Background: an optimization exercise with open tools, aiming at small area, a short achievable clock period and few clock cycles. Do not read the settings as production practice.
At most, simulation tests tie the RTL to the original design; equivalence was not proved.
No functional check of the RTL was part of run 1.
No activity file was given, so power comes from the tool's default toggle rates.

==> flow/design.v <==
module css_t1 (
    input  wire [7:0] a,
    output wire [7:0] t1
);
    wire a01 = a[0] & a[1];
    wire u   = a01 ^ a[3];
    wire v   = (a[4] & a[5]) ^ a[6];
    wire w   = a01 ^ a[2];
    wire z   = (a[4] | a[5]) ^ a[7];
    assign t1[0] = ~u;
    assign t1[1] = ~v;
    assign t1[2] = a[5] ^ (u | v);
    assign t1[3] = a[1] ^ (u | v);
    assign t1[4] = ~w;
    assign t1[5] = ~z;
    assign t1[6] = a[0] ^ (w | z);
    assign t1[7] = a[4] ^ (w & z);
endmodule
module css_descramble (
    input  wire        clk,
    input  wire        rst,          
    input  wire        in_valid,
    output wire        in_ready,
    input  wire [31:0] in_data,
    input  wire [39:0] in_key,       
    input  wire [7:0]  in_cmi,
    output wire        out_valid,
    input  wire        out_ready,
    output wire [31:0] out_data
);
    reg  [31:0] obuf;
    reg         ov;
    reg  [8:0]  wcnt;           
    reg         gate;           
    reg  [16:0] l1;             
    reg  [39:0] ssum;           
    reg         carry;
    reg  [7:0]  o0c;            
    reg  [2:0]  o0f;            
    function [7:0] rev8(input [7:0] b);
        integer k;
        begin
            for (k = 0; k < 8; k = k + 1) rev8[k] = b[7-k];
        end
    endfunction
    function [8:0] add8(input [7:0] a, input [7:0] b);
        reg [7:0] g, p, gg, pp;
        integer i, d;
        begin
            g = a & b;
            p = a ^ b;
            gg = g;
            pp = p;
            for (d = 1; d < 8; d = d * 2)
                for (i = 7; i >= 0; i = i - 1)
                    if ((i / d) % 2 == 1) begin
                        gg[i] = gg[i] | (pp[i] & gg[(i / d) * d - 1]);
                        pp[i] = pp[i] & pp[(i / d) * d - 1];
                    end
            add8 = {gg[7], p ^ {gg[6:0], 1'b0}};
        end
    endfunction
    function [31:0] o1_word(input [16:0] e);
        reg [63:0] st;          
        integer j, i, q;
        begin
            st = 64'd0;
            for (i = 0; i < 8; i = i + 1) begin
                st[63 - i] = e[9 + i];          
                st[55 - i] = e[1 + i];          
            end
            st[47] = e[0];
            for (q = 46; q >= 32; q = q - 1)
                st[q] = st[q+17] ^ st[q+14];
            for (j = 0; j < 4; j = j + 1)
                for (i = 0; i < 8; i = i + 1)
                    o1_word[8*j + i] = st[32 + 8*j + 7 - i];
        end
    endfunction
    function [31:0] lfsr1_word(input [31:0] w);
        reg [63:0] st;          
        integer j, i, q;
        begin
            for (j = 0; j < 4; j = j + 1)
                for (i = 0; i < 8; i = i + 1)
                    st[8*j + 7 - i] = w[8*j + i];
            for (q = 32; q < 64; q = q + 1)
                st[q] = st[q-17] ^ st[q-3];
            for (j = 0; j < 4; j = j + 1)
                for (i = 0; i < 8; i = i + 1)
                    lfsr1_word[8*j + i] = st[32 + 8*j + 7 - i];
        end
    endfunction
    function [10:0] o0_of(input [23:0] x);
        reg [24:0] l;
        reg [7:0]  k;
        begin
            l = {x[23:3], 1'b1, x[2:0]};
            k = l[24:17] ^ l[21:14] ^ l[20:13] ^ {l[12:8], 3'd0};
            o0_of = {k ^ {5'd0, k[7:5]}, k[2:0] ^ l[7:5]};
        end
    endfunction
    wire take = in_valid && in_ready;
    wire [7:0] b0 = in_data[7:0], b1 = in_data[15:8];
    wire [31:0] o1w = {l1[16:1], 7'd0, l1[0], 8'd0};     
    wire [31:0] o1n = o1_word(l1);
    wire [7:0]  a0  = rev8({o0c[7:3], o0f});
    wire [7:0]  a1  = rev8(o0c);
    wire [7:0]  bb0 = ~rev8(o1n[7:0]),   bb1 = ~rev8(o1n[15:8]);
    wire [7:0]  bb2 = ~rev8(o1n[23:16]), bb3 = ~rev8(o1n[31:24]);
    wire [8:0]  sn0 = add8(a0, bb0);
    wire [8:0]  sn1 = add8(a1, bb1);
    wire [8:0]  sn2 = add8(a1, bb2);
    wire [8:0]  sn3 = add8(a1, bb3);
    wire        pn0 = &(a0 ^ bb0);
    wire        pn1 = &(a1 ^ bb1);
    wire        pn2 = &(a1 ^ bb2);
    wire        pn3 = &(a1 ^ bb3);
    wire [3:0] bc;              
    wire [31:0] ks;
    wire [3:0] bg = {ssum[38], ssum[28], ssum[18], ssum[8]};    
    wire [3:0] bp = {ssum[39], ssum[29], ssum[19], ssum[9]};    
    assign bc[0] = carry;
    assign bc[1] = bg[0] | (bp[0] & carry);
    assign bc[2] = bg[1] | (bp[1] & bg[0]) | (bp[1] & bp[0] & carry);
    assign bc[3] = bg[2] | (bp[2] & bg[1]) | (bp[2] & bp[1] & bg[0]) | (bp[2] & bp[1] & bp[0] & carry);
    wire carry_next = bg[3] | (bp[3] & bc[3]);
    genvar j;
    generate
        for (j = 0; j < 4; j = j + 1) begin : g_ks
            wire [7:0] sj = ssum[10*j +: 8];
            assign ks[8*j +: 8] = sj ^ ({sj[6:0] & {sj[5:0], 1'b1} & {sj[4:0], 2'b11} & {sj[3:0], 3'b111}
                                         & {sj[2:0], 4'hF} & {sj[1:0], 5'h1F} & {sj[0], 6'h3F}, 1'b1}
                                        & {8{bc[j]}});
        end
    endgenerate
    wire [31:0] t1w;
    css_t1 u_t10 (.a(in_data[7:0]),   .t1(t1w[7:0]));
    css_t1 u_t11 (.a(in_data[15:8]),  .t1(t1w[15:8]));
    css_t1 u_t12 (.a(in_data[23:16]), .t1(t1w[23:16]));
    css_t1 u_t13 (.a(in_data[31:24]), .t1(t1w[31:24]));
    wire scr = gate && wcnt[8:5] != 4'd0;      
    wire [31:0] o1step = lfsr1_word(o1w);
    always @(posedge clk) begin
        if (rst) begin
            ov   <= 1'b0;
            wcnt <= 9'd0;
        end else begin
            if (out_ready)
                ov   <= in_valid;
            if (take)
                wcnt <= wcnt + 9'd1;
        end
        if (out_ready)
            obuf <= scr ? (t1w ^ ks) : in_data;
        if (take) begin
            if (wcnt == 9'd5)
                gate <= b0[5:4] != 2'b00;
            if (wcnt == 9'd21) begin
                gate  <= gate && in_cmi[7] && in_key != 40'd0;
                l1  <= {in_key[7:0] ^ b0, in_key[14:8] ^ b1[6:0], 1'b1, in_key[15] ^ b1[7]};
                {o0c, o0f} <= o0_of({8'd0, in_key[31:16] ^ in_data[31:16]});
            end
            if (wcnt == 9'd22)
                {o0c, o0f} <= {o0c, o0f} ^ o0_of({in_key[39:32] ^ b0, 16'd0});
            if (wcnt >= 9'd30)
                l1 <= {o1step[31:16], o1step[8]};
            ssum  <= {pn3, sn3, pn2, sn2, pn1, sn1, pn0, sn0};
            carry <= wcnt[8:5] != 4'd0 && carry_next;
            if (wcnt == 9'd31)
                o0f <= o0c[2:0];
        end
    end
    assign in_ready  = out_ready;
    assign out_valid = ov;
    assign out_data  = obuf;
endmodule
==> flow/flow/run.sh <==
#!/bin/bash
# Layout flow: the standard ORFS flow (standard.sh), with extra ORFS settings passed
# to make:
#  - the port buffers that buffer_ports puts on every input and output are
#    sky130_fd_sc_hd__buf_1 instead of the cell it picks by default (clkdlybuf4s50_1);
#  - if flow/abc.script exists, Yosys's ABC technology mapping uses it in place of ORFS's
#    abc_speed.script: ORFS's scripts folder is copied here (scripts_local/) with only that
#    file replaced. Synthesis is otherwise ORFS's and the standard flow's own (synth_recipe.tcl);
#    ABC maps only combinational logic, so the registers are the standard synthesis's;
#  - any further make settings listed one per line in flow/extra.txt.
# make's full output goes to flow_make.log here; each ORFS step keeps its own log under
# orfs/logs/.
set -euo pipefail
EXTRA=(
  "BUFFER_PORTS_ARGS=-buffer_cell sky130_fd_sc_hd__buf_1"
)
if [[ -f flow/abc.script ]]; then
  rm -rf scripts_local
  cp -r "$FLOW_HOME/scripts" scripts_local
  cp flow/abc.script scripts_local/abc_speed.script
  EXTRA+=("SCRIPTS_DIR=$PWD/scripts_local")
fi
if [[ -f flow/extra.txt ]]; then
  while IFS= read -r line; do
    [[ -n "$line" ]] && EXTRA+=("$line")
  done < flow/extra.txt
fi
bash standard.sh "${EXTRA[@]}" finish > flow_make.log 2>&1
==> flow/standard.sh <==
#!/bin/bash
# synth_recipe.tcl (not shown) runs the flow's synth.tcl, then flattens the netlist and writes it again
# the make line also repeats each setting of config.mk as NAME=value (left out here)
make -C /OpenROAD-flow-scripts/flow DESIGN_CONFIG=/design/flow/config.mk WORK_HOME=/design/flow/orfs CLKGATE_MAP_FILE= SYNTH_SCRIPT=/design/flow/synth_recipe.tcl "${@:-finish}"
==> flow/config.mk <==
export PLATFORM = sky130hd
export DESIGN_NAME = css_descramble
export DESIGN_NICKNAME = css_descramble
export VERILOG_FILES = /design/flow/design.v
export SDC_FILE = /design/flow/constraint.sdc
export NUM_CORES = 4
export LEC_CHECK = 0
export CAP_MARGIN = 20
export CORE_MARGIN = 2
export CORE_UTILIZATION = 70
export CTS_BUF_LIST = sky130_fd_sc_hd__clkbuf_4 sky130_fd_sc_hd__clkbuf_8
export PLACE_DENSITY = 0.85
export SETUP_SLACK_MARGIN = 3.4
export SLEW_MARGIN = 20
==> flow/constraint.sdc <==
create_clock -name core_clock -period 6.0 [get_ports {clk}]
set_input_delay 1.2000 -clock core_clock [delete_from_list [all_inputs] [get_ports {clk}]]
set_output_delay 1.2000 -clock core_clock [all_outputs]
set_load 0.01 [all_outputs]
==> results of run 1 <==
## registers in the layout (all words and copies together), names as in the netlist
name and count:
gate 1, ssum 40, o0f 3, carry 1, ov 1, wcnt 9, obuf 32, o0c 8
l1 17
## area by class of cell
class | instances | area [µm²]
Inverter | 45 | 181
Fill cell | 706 | 2000
Tap cell | 140 | 175
Clock inverter | 7 | 75.1
Clock buffer | 9 | 124
Multi-Input combinational cell | 593 | 4450
Timing Repair Buffer | 131 | 626
Sequential cell | 112 | 3260
## kinds of logic (layout without fill, tap and decap cells)
logic type	Yosys count	count (layout)	share of synthesized area (%)
xor+xnor	216	216	24.7
simple gates	208	208	12.2
compound gates	116	116	8.85
flops	112	112	41.4
buf+inv	69	192	3.41
fa+ha+maj	50	50	8.99
mux	3	3	0.413
## Yosys cell counts (3+ instances only)
| cell | number |
|---|---|
| xnor2_2 | 4 |
| nand4_1 | 13 |
| inv_1 | 44 |
| dfxtp_1 | 10 |
| ha_1 | 39 |
| nor3_1 | 8 |
| xor2_1 | 49 |
| a21o_1 | 12 |
| a21boi_0 | 4 |
| nand2b_1 | 4 |
| o21ai_0 | 43 |
| o211ai_1 | 7 |
| nand3_1 | 15 |
| and3_1 | 3 |
| and4_1 | 5 |
| fa_1 | 11 |
| nor2b_1 | 4 |
| nand2_1 | 77 |
| nor4_1 | 12 |
| xnor2_1 | 161 |
| a22oi_1 | 3 |
| o21a_1 | 6 |
| and2_1 | 3 |
| or2_2 | 3 |
| a211oi_1 | 3 |
| clkbuf_1 | 17 |
| a21oi_1 | 28 |
| nor2_1 | 56 |
| buf_2 | 4 |
| edfxtp_1 | 102 |
## repair_timing
item / in CTS / in global routing
endpoints found under the setup margin: 57 / 17
buffers inserted: 12 / 5
pin swaps: 1 / 5
gates resized for setup: 11 / 19
cloned: 1 / 0
## stage by stage
step / utilization (%) / std cells / hold slack (ns) / cell area (µm²)
floorplan: - / 774 / 0.493 / 7900
global placement: 77.2 / 1003 / 0.462 / 8410
detailed placement: 77.2 / 1003 / 0.468 / 8410
CTS: 80.6 / 1032 / 0.484 / 8770
global route: 81.7 / 1037 / 0.508 / 8890
finish: 81.7 / 1037 / 0.479 / 8890
## power breakdown
group	internal (W)	total, W	leakage (nW)	switching, W
registers	0.000878	0.000890	1.04	0.0000120
logic	0.000139	0.000327	2.20	0.000188
clock network	0.000199	0.000487	0.106	0.000288
## layer usage
| metal | vias to the layer above | wire length [µm] | GRT usage, % |
|---|---|---|---|
| met5 | - | 0 | 0 |
| met4 | 0 | 782 | 15.2 |
| met3 | 66 | 2370 | 7.64 |
| met2 | 391 | 10300 | 58.2 |
| met1 | 3025 | 8290 | 48.9 |
| li1 | 2886 | - | - |
## worst max-delay path by stage
stage / slack, ns / startpoint / to
after global routing: 3.34 / out_ready / in_ready
after floorplan: 3.39 / out_ready / l1[0]
after detailed placement: 2.32 / out_ready / o0f[2]
final: 3.34 / out_ready / in_ready
after global placement: 2.45 / out_ready / o0f[1]
after CTS: 3.34 / out_ready / in_ready
==> metrics.yaml, run 1 <==
status: "no timing/DRC/antenna violations"
track_usage_pct: 36.6
finalMaxSlewViolations: 0
h-tree-depth: 3
rsz0062_at_grt: "true"
worst_slew_pin_slew_ns: 0.824
hold_depth: 2
drtAntennaViolNets: 0
syn_area_um2: 7880
powerDensity_nw_per_um2: 192
dieArea_um2: 12100
r2r_start: "l1[2]"
r2r_end: "ssum[18]"
first_pass_iters: 5
rows: 38
hold_path_end: "ov"
cp_num_buf_inv: 2
pre_cts_ws_ns: 2.32
setup_viol_count_final: 0
die_x_um: 110
max-slew-margin-rel_pct: 44.5
cp.required_ns: 4.80
setup_ws_ns: 3.34
max_freq_ghz: 0.376
root_buffer: "clkbuf_8"
cts.path.max_buffers: 2
synth_nets: 908
rr_worst_depth: 9
path_depth: 2
vias_per_cell: 6.14
gp_congestion: 1.06
finalHoldViolations: 0
grt_pass1_wl_um: 32100
route.detailed.drc: 0
synth_edf_count: 102
cp.arrival_ns: 1.46
first_global_vias: 6037
cp_max_fo: 4
yosys-top-cells-area: "edfxtp_1 39%, xnor2_1 18%, ha_1 6.2%, xor2_1 5.4%, nand2_1 3.7%"
tns_ns: 0
drv_cap: 0
ys.flop_type: "edfxtp_1"
dp_hpwl_um: 16600
synth_cell_types: 50
synthArstFlopShare_pct: 0
overflow: 0
drtIter0Drc: 678
yosysWarnings: 1
start_util_pct: 72.4
final_common_cell: "xnor2_1"
synth_top_area_share_pct: 38.9
ctsHoldBuffers: 0
clkSlewWorstSetupHoldPaths_ns: 0.10
antenna_found_initial: 0
num_antenna_cells: 0
yosysSeqAreaShare_pct: 41.4
syn_inst: 774
core_area_um2: 10900
syn_to_final_growth_pct: 12.8
final_cell_mix: "159 x xnor2_1, 102 x edfxtp_1, 102 x buf_1"
cts_buffers: 9
total_leakage_power_nw: 3.34
cpLargestDelayFamily: "buffers and inverters"
top_level_ports: 118
nets: 1026
rrSetupSlack_ns: 3.45
wl_per_cell_um: 20.9
cts_tree: "built"
crit_type: "in -> out"
grt_start_max_net_pins: 59
slowest_delay_ns: 0.14
finalCriticalPeriod_ns: 2.66
crit_chain: "clkbuf_16 > buf_6"
die_h_um: 110
endpoint_kind: "output port"
cp_slowest_cell: "clkbuf_16"
routed_wl_um: 21700
synth_area_per_cell_um2: 10.2
hold_start: "ov"
yosysTopAreaCell: "edfxtp_1"
fin_crit_sh_pct: 44.3
fin_skew_ns: 0.0170
irDropWorstVdd_v: 0.000137
clock_latency_ns: 0.40
port_buffers: 110
cts.sinks: 112
hold_class: "reg -> reg"
power_w: 0.00170
ys_ff_latch: 112
drive_gt1_share_pct: 8.58
vias: 6368
startpoint_type: "primary input"
==> run 2: changes to the inputs <==
--- a/flow/design.v
+++ b/flow/design.v
@@ -101,7 +101,7 @@
         end
     endfunction
     wire take = in_valid && in_ready;
-    wire [7:0] b0 = in_data[7:0], b1 = in_data[15:8];
+    wire [7:0] b0 = in_data[7:0];
     wire [31:0] o1w = {l1[16:1], 7'd0, l1[0], 8'd0};     
     wire [31:0] o1n = o1_word(l1);
     wire [7:0]  a0  = rev8({o0c[7:3], o0f});
@@ -146,23 +146,23 @@
             ov   <= 1'b0;
             wcnt <= 9'd0;
         end else begin
-            if (out_ready)
-                ov   <= in_valid;
-            if (take)
+            if (take) begin
+                ov   <= 1'b1;
                 wcnt <= wcnt + 9'd1;
+            end else if (out_ready) begin
+                ov   <= 1'b0;
+            end
         end
-        if (out_ready)
+        if (take) begin
             obuf <= scr ? (t1w ^ ks) : in_data;
-        if (take) begin
             if (wcnt == 9'd5)
                 gate <= b0[5:4] != 2'b00;
-            if (wcnt == 9'd21) begin
-                gate  <= gate && in_cmi[7] && in_key != 40'd0;
-                l1  <= {in_key[7:0] ^ b0, in_key[14:8] ^ b1[6:0], 1'b1, in_key[15] ^ b1[7]};
-                {o0c, o0f} <= o0_of({8'd0, in_key[31:16] ^ in_data[31:16]});
+            if (wcnt == 9'd22) begin
+                gate       <= gate && in_cmi[7] && in_key != 40'd0;
+                l1         <= {in_key[7:0] ^ obuf[7:0], in_key[14:8] ^ obuf[14:8], 1'b1,
+                               in_key[15] ^ obuf[15]};
+                {o0c, o0f} <= o0_of(in_key[39:16] ^ {b0, obuf[31:16]});
             end
-            if (wcnt == 9'd22)
-                {o0c, o0f} <= {o0c, o0f} ^ o0_of({in_key[39:32] ^ b0, 16'd0});
             if (wcnt >= 9'd30)
                 l1 <= {o1step[31:16], o1step[8]};
             ssum  <= {pn3, sn3, pn2, sn2, pn1, sn1, pn0, sn0};
==> run 2 against run 1 <==
Compared with the run above:
- global-route usage down 2.8 points
- critical path type unchanged
- clock power decreased by 11%
- wire length down 8.5%
- total power decreased by 4.7%
- largest power group unchanged
- clock skew is 0.0068 ns lower
- largest cell class unchanged
- sequential share of layout area grew 0.94 points
- critical path depth is the same
==> metrics.yaml, run 2 <==
status: "no timing/DRC/antenna violations"  # unchanged
synthArstFlopShare_pct: 0  # unchanged
cp.arrival_ns: 1.41  # was 1.46 ns
setup_viol_count_final: 0  # unchanged
fin_skew_ns: 0.0102  # was 0.0170 ns
tns_ns: 0  # unchanged
r2r_start: "l1[9]"  # was l1[2]
cp_num_buf_inv: 2  # unchanged
hold_class: "reg -> reg"  # unchanged
startpoint_type: "primary input"  # unchanged
drv_cap: 0  # unchanged
fin_crit_sh_pct: 43.5  # was 44.3%
drtAntennaViolNets: 0  # unchanged
grt_pass1_wl_um: 29300  # was 32100 µm
cts_tree: "built"  # unchanged
syn_to_final_growth_pct: 11.6  # was 12.8%
endpoint_kind: "output port"  # unchanged
drtIter0Drc: 596  # was 678
drive_gt1_share_pct: 7.33  # was 8.58%
crit_path_frequent_cell: "buf_6"
synth_area_per_cell_um2: 10.5  # was 10.2 µm²
first_pass_iters: 6  # was 5
vias: 5988  # was 6368
root_buffer: "clkbuf_8"  # unchanged
final_common_cell: "xnor2_1"  # unchanged
nets: 989  # was 1026
cpLargestDelayFamily: "buffers and inverters"  # unchanged
yosysSeqAreaShare_pct: 42.0  # was 41.4%
rows: 38  # unchanged
syn_area_um2: 7760  # was 7880 µm²
final_cells: 1001  # was 1037
crit_type: "in -> out"  # unchanged
finalCriticalPeriod_ns: 2.61  # was 2.66 ns
placedCellCount: 974  # was 1003
whs_ns: 0.485  # was 0.479 ns
powerDensity_nw_per_um2: 187  # was 192 nW/µm²
top_level_ports: 118  # unchanged
core_area_um2: 10800  # was 10900 µm²
finalHoldViolations: 0  # unchanged
rsz0062_at_grt: "true"  # unchanged
yosysMostFrequentCell: "xnor2_1"  # unchanged
clock_latency_ns: 0.39  # was 0.40 ns
worst_slew_pin_slew_ns: 0.738  # was 0.824 ns
regMostFlops: "ssum"  # unchanged
yosysTopAreaCell: "edfxtp_1"  # unchanged
clkSlewWorstSetupHoldPaths_ns: 0.10  # about the same
dp_hpwl_um: 15000  # was 16600 µm
port_buffers: 110  # unchanged
grt_start_max_net_pins: 59  # unchanged
ys_ff_latch: 112  # unchanged
start_util_pct: 71.6  # was 72.4%
yosys-top-cells-area: "edfxtp_1 39%, xnor2_1 18%, ha_1 6.3%, xor2_1 5.0%, nand2_1 3.2%"  # was edfxtp_1 39%, xnor2_1 18%, ha_1 6.2%, xor2_1 5.4%, nand2_1 3.7%
synth_top_area_share_pct: 39.4  # was 38.9%
yosys-top-cells-count: "158 x xnor2_1, 102 x edfxtp_1, 67 x nand2_1"  # was 161 x xnor2_1, 102 x edfxtp_1, 77 x nand2_1
max_freq_ghz: 0.384  # was 0.376 GHz
synth_edf_count: 102  # unchanged
hold_start: "ov"  # unchanged
vias_per_cell: 5.98  # was 6.14
ys.flop_type: "edfxtp_1"  # unchanged
cp.required_ns: 4.80  # about the same
max-slew-margin-rel_pct: 50.4  # was 44.5%
placed_cell_area_um2: 8320  # was 8410 µm²
cp-startpoint: "out_ready"  # unchanged
regArea_um2: 3260  # unchanged
finalMaxSlewViolations: 0  # unchanged
reg_top3: "ssum: 40 flops, obuf: 32 flops, l1: 17 flops"  # unchanged
largest_reg_flops: 40  # unchanged
yosysWarnings: 1  # unchanged
wl_per_cell_um: 19.9  # was 20.9 µm
multi_input_area_um2: 4350  # was 4450 µm²
overflow: 0  # unchanged
antenna_found_initial: 1  # was 0
synth_nets: 874  # was 908
synth_cell_types: 48  # was 50
crit_chain: "buf_6 > buf_6"  # was clkbuf_16 > buf_6
cts_buffers: 9  # unchanged
final_area_um2: 8670  # was 8890 µm²
gp_congestion: 0.931  # was 1.06
cts.sinks: 112  # unchanged
total_leakage_power_nw: 3.19  # was 3.34 nW
route.detailed.drc: 0  # unchanged
die_x_um: 109  # was 110 µm
h-tree-depth: 3  # unchanged
syn_inst: 740  # was 774
die_h_um: 109  # was 110 µm
nFillCells: 679  # was 706
cts.path.max_buffers: 2  # unchanged
slowest_delay_ns: 0.11  # was 0.14 ns
final_cell_mix: "156 x xnor2_1, 108 x buf_1, 102 x edfxtp_1"  # was 159 x xnor2_1, 102 x edfxtp_1, 102 x buf_1
cp_max_fo: 3  # was 4
track_usage_pct: 33.8  # was 36.6%
irDropWorstVdd_v: 0.000147  # was 0.000137 V
routed_wl_um: 19900  # was 21700 µm
dieArea_um2: 12000  # was 12100 µm²
first_global_vias: 5787  # was 6037
cp_slowest_cell: "buf_6"  # was clkbuf_16
## run 2: power breakdown
part	internal (W)	switching, W
Clock	0.000157	0.000276
Combinational	0.000129	0.000167
Sequential	0.000881	0.0000151
Total	0.00117	0.000458
## run 2: worst paths after layout
kind	depth (start not counted)	slack [ns]	endpoint
max reg2reg	10	3.46	ssum[8]
max	2	3.39	in_ready
min reg2reg	2	0.49	ov
min	2	0.49	ov
## run 2: cell type report
cell class,instances,area share (%)
multi-input cells,566,50.2
diodes,1,0.0289
clock buffers,9,1.43
repair buffers,121,5.89
clock inverters,7,0.621
repair inverters,1,0.101
flip-flops and latches,112,37.6
inverters,44,2.05
well taps,140,2.02
## run 2: per-stage QoR
step | total power, W | util (%) | setup slack, ns
4_1_cts | 0.00162 | 78.9 | 3.36
5_1_grt | 0.00169 | 80.0 | 3.30
6_report | 0.00162 | 80.0 | 3.39
3_5_place_dp | 0.00120 | 76.8 | 2.94
2_1_floorplan | 0.00111 | - | 3.44
3_3_place_gp | 0.00119 | 76.8 | 3.05
## run 2: what timing repair did
action | 4_1_cts | 5_1_grt
cloned | 1 | 0
gates resized for setup | 7 | 19
pin swaps | 1 | 5
hold buffers | 0 | 0
setup buffers | 4 | 5
endpoints found under the setup margin | 20 | 40
## run 2: cells by family (layout without fill, tap and decap cells)
family	after synthesis	after routing	share of synthesized area (%)
xor gates and xnor gates	212	212	25.2
and+or+nand+nor	194	194	11.7
DFF	112	112	42.0
AOI/OAI and AO/OA	104	104	7.94
buffers and inverters	62	182	3.14
adders and majority gates	50	50	9.12
muxes	6	6	0.838
other	0	1	0
## run 2: worst register-to-register path: stages, from the launching register on
cell and delay, ns:
edfxtp_1 0.47, xnor2_2 0.29, xnor2_1 0.14, ha_2 0.19
fa_2 0.35, a21o_1 0.17, a21oi_2 0.18, nor2b_2 0.09
o21ai_2 0.18, a21oi_2 0.09, a21o_1 0.18
## run 2: routing by layer
metal | up-vias | global-route usage, % | part of all wire [%] | routed length [µm]
met1 | 2831 | 43.4 | 39 | 7690
met2 | 322 | 56.1 | 48 | 9470
li1 | 2775 | - | - | -
met5 | - | 0 | 0 | 0
met4 | 0 | 14.9 | 4.0 | 788
met3 | 60 | 6.28 | 9.7 | 1920
Testbench counts of run 2, summed over its fixed seeds: cycles 32,776.
==> run 3: changes to the inputs <==
--- a/flow/config.mk
+++ b/flow/config.mk
@@ -9,6 +9,6 @@
 export CORE_MARGIN = 2
 export CORE_UTILIZATION = 70
 export CTS_BUF_LIST = sky130_fd_sc_hd__clkbuf_4 sky130_fd_sc_hd__clkbuf_8
-export PLACE_DENSITY = 0.85
+export PLACE_DENSITY = 0.9
 export SETUP_SLACK_MARGIN = 3.4
 export SLEW_MARGIN = 20
==> run 3 against run 2 <==
Compared with the run above:
- fmax hardly changed
- global-route usage up 1.1 points
- final area grew 0.52%
- critical endpoint unchanged
- synthesized cell count unchanged
- first-iteration DRC count is 15% higher
==> metrics.yaml, run 3 <==
rrSetupSlack_ns: 3.48  # was 3.46 ns
rows: 38  # unchanged
overflow: 0  # unchanged
clock_latency_ns: 0.39  # about the same
cts.sinks: 112  # unchanged
cts.path.max_buffers: 2  # unchanged
startpoint_type: "primary input"  # unchanged
clkSlewWorstSetupHoldPaths_ns: 0.11  # was 0.10 ns
yosysSeqAreaShare_pct: 42.0  # unchanged
max_freq_ghz: 0.384  # about the same
total_leakage_power_nw: 3.20  # was 3.19 nW
yosysWarnings: 1  # unchanged
reg_top3: "ssum: 40 flops, obuf: 32 flops, l1: 17 flops"  # unchanged
drtIter0Drc: 683  # was 596
nets: 990  # was 989
rr_worst_depth: 9  # was 10
h-tree-depth: 3  # unchanged
setup_ws_ns: 3.39  # about the same
first_global_vias: 5856  # was 5787
synthArstFlopShare_pct: 0  # unchanged
cp.required_ns: 4.80  # about the same
slowest_delay_ns: 0.11  # about the same
dp_hpwl_um: 15200  # was 15000 µm
power_switching_w: 0.000459  # was 0.000458 W
first_pass_iters: 6  # unchanged
p_comb_share_pct: 18.1  # was 18.2%
setup.worst_path.end: "in_ready"  # unchanged
irDropWorstVdd_v: 0.000122  # was 0.000147 V
drive_gt1_share_pct: 7.33  # unchanged
pre_cts_ws_ns: 2.96  # was 2.94 ns
regMostFlops: "ssum"  # unchanged
setup_viol_count_final: 0  # unchanged
cp-startpoint: "out_ready"  # unchanged
worst_slew_pin_slew_ns: 0.779  # was 0.738 ns
finalMaxSlewViolations: 0  # unchanged
status: "no timing/DRC/antenna violations"  # unchanged
dieArea_um2: 12000  # unchanged
powerDensity_nw_per_um2: 192  # was 187 nW/µm²
fin_skew_ns: 0.0128  # was 0.0102 ns
syn_to_final_growth_pct: 12.2  # was 11.6%
core_area_um2: 10800  # unchanged
rsz0062_at_grt: "true"  # unchanged
endpoint_kind: "output port"  # unchanged
largest_reg_flops: 40  # unchanged
cp.arrival_ns: 1.41  # about the same
fin_crit_sh_pct: 43.5  # about the same
top_level_ports: 118  # unchanged
path_depth: 2  # unchanged
antenna_found_initial: 0  # was 1
crit_path_frequent_cell: "buf_6"  # unchanged
grt_pass1_wl_um: 30100  # was 29300 µm
synth_edf_count: 102  # unchanged
hold_class: "reg -> reg"  # unchanged
wl_per_cell_um: 20.4  # was 19.9 µm
switching_share_pct: 27.5  # was 28.2%
power_frac_clock_pct: 28.2  # was 26.6%
start_util_pct: 71.6  # unchanged
seq_power_share_pct: 53.7  # was 55.2%
num_antenna_cells: 0  # was 1
crit_type: "in -> out"  # unchanged
drv_cap: 0  # unchanged
die_x_um: 109  # unchanged
ys_ff_latch: 112  # unchanged
yosys-top-cells-area: "edfxtp_1 39%, xnor2_1 18%, ha_1 6.3%, xor2_1 5.0%, nand2_1 3.2%"  # unchanged
cts_buffers: 9  # unchanged
cp_num_buf_inv: 2  # unchanged
ys.flop_type: "edfxtp_1"  # unchanged
grt_start_max_net_pins: 59  # unchanged
root_buffer: "clkbuf_8"  # unchanged
cts_tree: "built"  # unchanged
cpLargestDelayFamily: "buffers and inverters"  # unchanged
routed_wl_um: 20400  # was 19900 µm
max-slew-margin-rel_pct: 47.7  # was 50.4%
route.detailed.drc: 0  # unchanged
vias_per_cell: 6.11  # was 5.98
track_usage_pct: 34.9  # was 33.8%
finalHoldViolations: 0  # unchanged
syn_inst: 740  # unchanged
yosysTopAreaCell: "edfxtp_1"  # unchanged
final_cell_mix: "157 x xnor2_1, 108 x buf_1, 102 x edfxtp_1"  # was 156 x xnor2_1, 108 x buf_1, 102 x edfxtp_1
yosys-top-cells-count: "158 x xnor2_1, 102 x edfxtp_1, 67 x nand2_1"  # unchanged
synth_top_area_share_pct: 39.4  # unchanged
crit_chain: "buf_6 > buf_6"  # unchanged
tns_ns: 0  # unchanged
drtAntennaViolNets: 0  # unchanged
port_buffers: 110  # unchanged
internal_power_w: 0.00121  # was 0.00117 W
synth_area_per_cell_um2: 10.5  # unchanged
gp_congestion: 0.954  # was 0.931
syn_area_um2: 7760  # unchanged
ctsHoldBuffers: 0  # unchanged
r2r_start: "l1[2]"  # was l1[9]
yosysMostFrequentCell: "xnor2_1"  # unchanged
die_h_um: 109  # unchanged
final_common_cell: "xnor2_1"  # unchanged
synth_cell_types: 48  # unchanged
cp_slowest_cell: "buf_6"  # unchanged
vias: 6112  # was 5988
finalCriticalPeriod_ns: 2.61  # about the same
synth_nets: 874  # unchanged
r2r_end: "ssum[17]"  # was ssum[8]
cp_max_fo: 3  # unchanged
-- run 3: repair_timing --
action                                  CTS  global route
setup buffers                             7             2
pin swaps                                 2             2
hold endpoints to repair                  0             0
cloned                                    1             1
gates resized for setup                   5            20
endpoints found under the setup margin   19            32
-- run 3: cell families (layout without fill, tap and decap cells) --
group | count (synthesis) | in the layout | share of synthesized area, %
AO/OA/AOI/OAI | 104 | 104 | 7.94
XOR/XNOR | 212 | 212 | 25.2
adder cells (fa/ha/maj) | 50 | 50 | 9.12
buffers and inverters | 62 | 182 | 3.14
flip-flops | 112 | 112 | 42.0
multiplexers | 6 | 6 | 0.838
AND/OR/NAND/NOR | 194 | 194 | 11.7
-- run 3: worst min-delay path, cell delays in order, from the launching register on --
cell and delay (ns):
dfxtp_1 0.33, nand2b_1 0.07, a21oi_1 0.06
-- run 3: power by group through the flow --
| stage | sequential [W] | combinational, W | clock (W) |
|---|---|---|---|
| global placement | 0.000913 | 0.000273 | 0 |
| CTS | 0.000896 | 0.000293 | 0.000470 |
| detailed placement | 0.000914 | 0.000285 | 0 |
| global route | 0.000898 | 0.000328 | 0.000500 |
| floorplan | 0.000914 | 0.000196 | 0 |
| finish | 0.000896 | 0.000302 | 0.000472 |
-- run 3: through the flow --
stage	std cells	cell area (µm²)	power, W	utilization [%]	hold slack, ns
after floorplan	740	7800	0.00111	-	0.493
after global placement	974	8320	0.00119	76.8	0.460
after detailed placement	974	8320	0.00120	76.8	0.471
after CTS	997	8610	0.00166	79.4	0.487
after global routing	1000	8710	0.00173	80.4	0.528
final	1000	8710	0.00167	80.4	0.493
-- run 3: worst min-delay path by stage --
stage | start | end | slack, ns | cells past startpoint
global placement | ov | ov | 0.46 | 2
floorplan | wcnt[8] | wcnt[8] | 0.49 | 2
global route | ov | ov | 0.53 | 2
finish | ov | ov | 0.49 | 2
CTS | ov | ov | 0.49 | 2
detailed placement | ov | ov | 0.47 | 2
-- run 3: area by class of cell --
type	count	area, µm²
clock buffers	9	124
clock inverters	6	78.8
fillers	650	2130
inverters	44	191
multi-input cells	566	4350
flip-flops and latches	112	3260
well taps	140	175
repair buffers	121	510
repair inverters	2	17.5
-- run 3: layer usage --
metal / part of all wire [%] / vias up / global-route usage [%]
li1: - / 2781 / -
met1: 39 / 2970 / 43.9
met2: 49 / 302 / 57.8
met3: 9.0 / 59 / 6.70
met4: 3.8 / 0 / 17.3
met5: 0 / - / 0
==> run 4: changes to the inputs <==
--- a/flow/config.mk
+++ b/flow/config.mk
@@ -9,6 +9,6 @@
 export CORE_MARGIN = 2
 export CORE_UTILIZATION = 70
 export CTS_BUF_LIST = sky130_fd_sc_hd__clkbuf_4 sky130_fd_sc_hd__clkbuf_8
-export PLACE_DENSITY = 0.9
-export SETUP_SLACK_MARGIN = 3.4
+export PLACE_DENSITY = 0.85
+export SETUP_SLACK_MARGIN = 3.45
 export SLEW_MARGIN = 20
==> run 4 against run 3 <==
Compared with the run above:
- wire length fell by 2.8%
- critical endpoint unchanged
- largest power group unchanged
- sequential power barely moved
- first-iteration DRC count rose by 2.2%
- still clean on timing, DRC and antenna
- total power fell by 2.6%
- final area fell by 0.20%
- critical path depth did not move
- via count fell by 0.92%
- sequential cell count did not move
- clock power fell by 7.4%
- register-to-register slack improved by 0.03 ns
- non-clock buffer count rose by 1
==> metrics.yaml, run 4 <==
first_pass_iters: 8  # was 6
status: "no timing/DRC/antenna violations"  # unchanged
cpLargestDelayFamily: "buffers and inverters"  # unchanged
clkSlewWorstSetupHoldPaths_ns: 0.10  # was 0.11 ns
setup_ws_ns: 3.39  # about the same
yosysSeqAreaShare_pct: 42.0  # unchanged
clock_latency_ns: 0.40  # was 0.39 ns
syn_area_um2: 7760  # unchanged
crit_type: "in -> out"  # unchanged
finalCriticalPeriod_ns: 2.61  # about the same
rsz0062_at_grt: "true"  # unchanged
overflow: 0  # unchanged
nets: 990  # unchanged
hold_depth: 2  # unchanged
port_buffers: 110  # unchanged
final_cell_mix: "157 x xnor2_1, 105 x buf_1, 102 x edfxtp_1"  # was 157 x xnor2_1, 108 x buf_1, 102 x edfxtp_1
synth_area_per_cell_um2: 10.5  # unchanged
irDropWorstVdd_v: 0.000156  # was 0.000122 V
vias: 6056  # was 6112
reg_top3: "ssum: 40 flops, obuf: 32 flops, l1: 17 flops"  # unchanged
rrSetupSlack_ns: 3.51  # was 3.48 ns
setup_viol_count_final: 0  # unchanged
hold_start: "ov"  # unchanged
gp_congestion: 0.960  # was 0.954
drtIter0Drc: 698  # was 683
ys_ff_latch: 112  # unchanged
tns_ns: 0  # unchanged
yosys-top-cells-area: "edfxtp_1 39%, xnor2_1 18%, ha_1 6.3%, xor2_1 5.0%, nand2_1 3.2%"  # unchanged
h-tree-depth: 3  # unchanged
root_buffer: "clkbuf_8"  # unchanged
cp.required_ns: 4.80  # about the same
ys.flop_type: "edfxtp_1"  # unchanged
cp_num_buf_inv: 2  # unchanged
antenna_found_initial: 0  # unchanged
max_freq_ghz: 0.384  # about the same
fin_skew_ns: 0.00984  # was 0.0128 ns
syn_inst: 740  # unchanged
rr_worst_depth: 10  # was 9
synth_edf_count: 102  # unchanged
grt_pass1_wl_um: 29000  # was 30100 µm
die_x_um: 109  # unchanged
dieArea_um2: 12000  # unchanged
endpoint_kind: "output port"  # unchanged
top_level_ports: 118  # unchanged
hold_path_end: "ov"  # unchanged
hold_class: "reg -> reg"  # unchanged
regArea_um2: 3260  # unchanged
vias_per_cell: 6.05  # was 6.11
synth_nets: 874  # unchanged
largest_reg_flops: 40  # unchanged
die_h_um: 109  # unchanged
grt_start_max_net_pins: 59  # unchanged
regMostFlops: "ssum"  # unchanged
syn_to_final_growth_pct: 12.0  # was 12.2%
core_area_um2: 10800  # unchanged
cts.path.max_buffers: 2  # unchanged
fin_crit_sh_pct: 43.4  # was 43.5%
max-slew-margin-rel_pct: 48.8  # was 47.7%
worst_slew_pin_slew_ns: 0.762  # was 0.779 ns
final_common_cell: "xnor2_1"  # unchanged
cp.arrival_ns: 1.41  # about the same
cts_buffers: 9  # unchanged
yosysTopAreaCell: "edfxtp_1"  # unchanged
cts.sinks: 112  # unchanged
drive_gt1_share_pct: 8.13  # was 7.33%
finalHoldViolations: 0  # unchanged
total_leakage_power_nw: 3.19  # was 3.20 nW
synth_top_area_share_pct: 39.4  # unchanged
yosysWarnings: 1  # unchanged
track_usage_pct: 33.3  # was 34.9%
r2r_start: "l1[9]"  # was l1[2]
num_antenna_cells: 0  # unchanged
drv_cap: 0  # unchanged
finalMaxSlewViolations: 0  # unchanged
startpoint_type: "primary input"  # unchanged
path_depth: 2  # unchanged
start_util_pct: 71.6  # unchanged
dp_hpwl_um: 15000  # was 15200 µm
cp_slowest_cell: "buf_6"  # unchanged
cts_tree: "built"  # unchanged
rows: 38  # unchanged
pre_cts_ws_ns: 2.95  # was 2.96 ns
crit_chain: "buf_6 > buf_6"  # unchanged
drtAntennaViolNets: 0  # unchanged
synthArstFlopShare_pct: 0  # unchanged
routed_wl_um: 19900  # was 20400 µm
first_global_vias: 5723  # was 5856
synth_cell_types: 48  # unchanged
nFillCells: 673  # was 650
cp_max_fo: 3  # unchanged
yosys-top-cells-count: "158 x xnor2_1, 102 x edfxtp_1, 67 x nand2_1"  # unchanged
r2r_end: "ssum[8]"  # was ssum[17]
powerDensity_nw_per_um2: 187  # was 192 nW/µm²
yosysMostFrequentCell: "xnor2_1"  # unchanged
slowest_delay_ns: 0.11  # about the same
multi_input_area_um2: 4370  # was 4350 µm²
wl_per_cell_um: 19.8  # was 20.4 µm
crit_path_frequent_cell: "buf_6"  # unchanged
route.detailed.drc: 0  # unchanged
==> run 4: how the worst max path moves through the flow <==
| stage | start | endpoint | slack (ns) |
|---|---|---|---|
| 2_1_floorplan | out_ready | in_ready | 3.48 |
| 3_3_place_gp | out_ready | o0f[0] | 3.05 |
| 3_5_place_dp | in_data[0] | obuf[6] | 2.95 |
| 4_1_cts | out_ready | in_ready | 3.35 |
| 5_1_grt | l1[9] | ssum[6] | 3.39 |
| 6_report | out_ready | in_ready | 3.39 |
==> run 4: metal layers <==
layer	global-route usage (%)	part of all wire [%]
met1	44.0	40
met2	54.9	47
met3	5.57	9.3
met4	13.8	3.7
met5	0	0
==> run 4: worst register-to-register path, delay by kind of cell, from the launching register on <==
family                   cells  cell delay (ns)
AO/OA/AOI/OAI                5             0.82
AND/OR/NAND/NOR              1             0.08
XOR/XNOR                     2             0.37
adder cells (fa/ha/maj)      2             0.52
flip-flops                   1             0.46
==> run 4: report_power, final <==
part / leakage, nW / total, W / internal [W] / switching [W]
clock network: 0.0907 / 0.000437 / 0.000156 / 0.000280
logic: 2.07 / 0.000294 / 0.000129 / 0.000165
registers: 1.03 / 0.000896 / 0.000881 / 0.0000146
==> run 4: timing repair <==
item / CTS / global route
setup buffers: 6 / 4
gates cloned: 1 / 0
gates resized for setup: 7 / 23
pin swaps: 1 / 10
hold buffers: 0 / 0
endpoints found under the setup margin: 23 / 41
==> run 4: logic make-up (layout without fill, tap and decap cells) <==
logic type,count (synthesis),in the layout,synth area share (%)
XOR/XNOR,212,212,25.2
AND/OR/NAND/NOR,194,194,11.7
flip-flops,112,112,42.0
AO/OA/AOI/OAI,104,104,7.94
buffers and inverters,62,183,3.14
adder cells (fa/ha/maj),50,50,9.12
multiplexers,6,6,0.838
==> run 4: area by class of cell <==
class	count	area share, %
Tap cell	140	2.01
Sequential cell	112	37.5
Clock inverter	7	0.647
Timing Repair inverter	1	0.101
Timing Repair Buffer	122	6.00
Inverter	44	2.04
Clock buffer	9	1.42
Multi-Input combinational cell	566	50.3
==> run 4: per-stage QoR <==
step	power (W)	cell area [µm²]	instances	hold slack, ns	util, %
3_5_place_dp	0.00120	8330	974	0.466	76.9
3_3_place_gp	0.00119	8330	974	0.460	76.9
6_report	0.00163	8700	1001	0.484	80.2
5_1_grt	0.00168	8700	1001	0.533	80.2
4_1_cts	0.00162	8590	997	0.488	79.2
2_1_floorplan	0.00111	7810	740	0.493	-
==> run 5: changes to the inputs <==
==> flow/flow/run.sh (replaced) <==
#!/bin/bash
# Layout flow: the standard ORFS flow (standard.sh: the standard flow's own synthesis and every
# later step unchanged), with one extra ORFS setting passed to make: the buffers that
# buffer_ports puts on every input and output port are sky130_fd_sc_hd__buf_1 instead of
# the cell it picks by default (clkdlybuf4s50_1, a slow delay cell more than twice the
# area). Every port still gets its own buffer, and the resizer may still resize them.
# make's full output goes to flow_make.log here; each ORFS step keeps its own log under
# orfs/logs/.
set -euo pipefail
bash standard.sh "BUFFER_PORTS_ARGS=-buffer_cell sky130_fd_sc_hd__buf_1" finish > flow_make.log 2>&1
--- a/flow/config.mk
+++ b/flow/config.mk
@@ -10,5 +10,5 @@
 export CORE_UTILIZATION = 70
 export CTS_BUF_LIST = sky130_fd_sc_hd__clkbuf_4 sky130_fd_sc_hd__clkbuf_8
 export PLACE_DENSITY = 0.85
-export SETUP_SLACK_MARGIN = 3.45
+export SETUP_SLACK_MARGIN = 3.4
 export SLEW_MARGIN = 20
==> run 5 against run 4 <==
Compared with the run above:
- still clean on timing, DRC and antenna
- count of clock-buffer cells in the layout unchanged
- clock skew is essentially flat
- via count is 1.1% lower
- combinational power about the same
- first-iteration DRC count fell by 15%
- die area unchanged
- final area shrank 0.32%
- total power is 0.14% lower
- largest cell class unchanged
- highest routed layer unchanged
==> metrics.yaml, run 5 <==
dieArea_um2: 12000  # unchanged
routed_wl_um: 19900  # about the same
r2r_start: "l1[9]"  # unchanged
final_cell_mix: "156 x xnor2_1, 108 x buf_1, 102 x edfxtp_1"  # was 157 x xnor2_1, 105 x buf_1, 102 x edfxtp_1
startpoint_type: "primary input"  # unchanged
regArea_um2: 3260  # unchanged
ys.flop_type: "edfxtp_1"  # unchanged
synth_xor_area_share_pct: 25.2  # unchanged
ys_ff_latch: 112  # unchanged
rows: 38  # unchanged
finalCriticalPeriod_ns: 2.61  # about the same
powerDensity_nw_per_um2: 187  # about the same
overflow: 0  # unchanged
worst_slew_pin_slew_ns: 0.738  # was 0.762 ns
max_freq_ghz: 0.384  # about the same
port_buffers: 110  # unchanged
dp_hpwl_um: 15000  # about the same
fin_crit_sh_pct: 43.5  # was 43.4%
crit_chain: "buf_6 > buf_6"  # unchanged
yosys.area_share.simple_pct: 11.7  # unchanged
cpLargestDelayFamily: "buffers and inverters"  # unchanged
cp_slowest_cell: "buf_6"  # unchanged
yosys-top-cells-area: "edfxtp_1 39%, xnor2_1 18%, ha_1 6.3%, xor2_1 5.0%, nand2_1 3.2%"  # unchanged
crit_type: "in -> out"  # unchanged
total_leakage_power_nw: 3.19  # about the same
drtIter0Drc: 596  # was 698
h-tree-depth: 3  # unchanged
drv_cap: 0  # unchanged
endpoint_kind: "output port"  # unchanged
slowest_delay_ns: 0.11  # about the same
tns_ns: 0  # unchanged
cts.sinks: 112  # unchanged
largest_reg_flops: 40  # unchanged
finalMaxSlewViolations: 0  # unchanged
hold_class: "reg -> reg"  # unchanged
syn_area_um2: 7760  # unchanged
regMostFlops: "ssum"  # unchanged
cp.arrival_ns: 1.41  # about the same
nFillCells: 679  # was 673
yosysSeqAreaShare_pct: 42.0  # unchanged
drtAntennaViolNets: 0  # unchanged
irDropWorstVdd_v: 0.000147  # was 0.000156 V
fin_skew_ns: 0.0102  # was 0.00984 ns
hold_depth: 2  # unchanged
top_level_ports: 118  # unchanged
rsz0062_at_grt: "true"  # unchanged
cts.path.max_buffers: 2  # unchanged
yosys-top-cells-count: "158 x xnor2_1, 102 x edfxtp_1, 67 x nand2_1"  # unchanged
final_util_pct: 80.0  # was 80.2%
die_x_um: 109  # unchanged
synth_cell_types: 48  # unchanged
clock_latency_ns: 0.39  # was 0.40 ns
synth_top_family_by_area: "XOR/XNOR gates"  # unchanged
cp.required_ns: 4.80  # about the same
grt_start_max_net_pins: 59  # unchanged
yosys.area_share.adder_pct: 9.12  # unchanged
cp_num_buf_inv: 2  # unchanged
synth_mux_area_share_pct: 0.838  # unchanged
hold_start: "ov"  # unchanged
whs_ns: 0.485  # was 0.484 ns
r2r_end: "ssum[8]"  # unchanged
rr_worst_depth: 10  # unchanged
syn_inst: 740  # unchanged
vias: 5988  # was 6056
rrSetupSlack_ns: 3.46  # was 3.51 ns
route.detailed.drc: 0  # unchanged
max-slew-margin-rel_pct: 50.4  # was 48.8%
finalHoldViolations: 0  # unchanged
setup_ws_ns: 3.39  # about the same
wl_per_cell_um: 19.9  # was 19.8 µm
pre_cts_ws_ns: 2.94  # was 2.95 ns
synth_compound_area_share_pct: 7.94  # unchanged
multi_input_area_um2: 4350  # was 4370 µm²
synthArstFlopShare_pct: 0  # unchanged
hold_path_end: "ov"  # unchanged
synth_nets: 874  # unchanged
synth_edf_count: 102  # unchanged
reg_top3: "ssum: 40 flops, obuf: 32 flops, l1: 17 flops"  # unchanged
gp_congestion: 0.931  # was 0.960
synth_area_per_cell_um2: 10.5  # unchanged
core_area_um2: 10800  # unchanged
cts_tree: "built"  # unchanged
syn_to_final_growth_pct: 11.6  # was 12.0%
setup_viol_count_final: 0  # unchanged
clkSlewWorstSetupHoldPaths_ns: 0.10  # about the same
cts_buffers: 9  # unchanged
drive_gt1_share_pct: 7.33  # was 8.13%
nets: 989  # was 990
grt_pass1_wl_um: 29300  # was 29000 µm
first_global_vias: 5787  # was 5723
first_pass_iters: 6  # was 8
yosysWarnings: 1  # unchanged
status: "no timing/DRC/antenna violations"  # unchanged
vias_per_cell: 5.98  # was 6.05
die_h_um: 109  # unchanged
yosysMostFrequentCell: "xnor2_1"  # unchanged
crit_path_frequent_cell: "buf_6"  # unchanged
root_buffer: "clkbuf_8"  # unchanged
cp_max_fo: 3  # unchanged
final_common_cell: "xnor2_1"  # unchanged
yosysTopAreaCell: "edfxtp_1"  # unchanged
antenna_found_initial: 1  # was 0
synth_top_area_share_pct: 39.4  # unchanged
track_usage_pct: 33.8  # was 33.3%
start_util_pct: 71.6  # unchanged
[run 5: cells by family after synthesis]
| group | after synthesis |
|---|---|
| flip-flops | 112 |
| adder cells (fa/ha/maj) | 50 |
| AND/OR/NAND/NOR | 194 |
| XOR/XNOR | 212 |
| buffers and inverters | 62 |
| multiplexers | 6 |
| AO/OA/AOI/OAI | 104 |
[run 5: through the flow]
step	area (µm²)	power, W	std cells
floorplan	7800	0.00111	740
detailed placement	8320	0.00120	974
global placement	8320	0.00119	974
finish	8670	0.00162	1001
global route	8670	0.00169	1000
CTS	8560	0.00162	995
[run 5: where the power goes]
group	switching [W]	internal (W)	total, W
Combinational	0.000167	0.000129	0.000296
Clock	0.000276	0.000157	0.000432
Sequential	0.0000151	0.000881	0.000896
[run 5: layer usage]
| metal | GRT usage, % | up-vias | wire length (µm) |
|---|---|---|---|
| li1 | - | 2775 | - |
| met5 | 0 | - | 0 |
| met3 | 6.28 | 60 | 1920 |
| met1 | 43.4 | 2831 | 7690 |
| met2 | 56.1 | 322 | 9470 |
| met4 | 14.9 | 0 | 788 |
[run 5: worst max-delay path by stage]
stage / cells past startpoint / startpoint / end
after floorplan: 10 / l1[12] / ssum[8]
after global placement: 7 / out_ready / o0f[0]
after detailed placement: 7 / out_ready / o0f[1]
after CTS: 2 / out_ready / in_ready
after global routing: 9 / l1[2] / ssum[17]
final: 2 / out_ready / in_ready
[run 5: cell type report]
type | count | share of cell area (%)
multi-input combinational | 566 | 50.2
inverter | 44 | 2.05
tap | 140 | 2.02
timing repair buffer | 121 | 5.89
clock buffer | 9 | 1.43
sequential | 112 | 37.6
timing repair inverter | 1 | 0.101
clock inverter | 7 | 0.621
antenna | 1 | 0.0289
[run 5: repair_timing]
action | CTS | global route
hold buffers | 0 | 0
gates cloned | 1 | 0
setup buffers | 4 | 5
gates resized for setup | 7 | 19
pin swaps | 1 | 5
endpoints found under the setup margin | 20 | 40

## afterwards: timing with drivers on the ports
Ports are ideal in the flow. The routed layouts listed here were re-timed in OpenROAD. Step 1: set_driving_cell puts a clkbuf_16 on clk and a buf_2 on each other input, an assumption about the parent block. Step 2 times the ports against the registers' clock, not the clock port: input delays grow and output delays shrink by t, the midpoint of the rising clock arrivals with the driver on. a / b / c = ideal / step 1 / step 2; a / b = the first two.
run	t, ns	setup WS [ns]	worst setup path at the end	latest minus earliest clock arrival (ns)
run 1	0.427	3.342 / 3.263 / 3.004	input to register	0.017 / 0.017
run 2	0.424	3.393 / 3.362 / 3.043	input to register	0.010 / 0.010
run 3	0.419	3.393 / 3.358 / 3.071	input to register	0.014 / 0.014
run 4	0.431	3.395 / 3.360 / 3.098	input to register	0.010 / 0.010
run 5	0.424	3.393 / 3.362 / 3.043	input to register	0.010 / 0.010
After both steps every run listed still meets setup and hold.
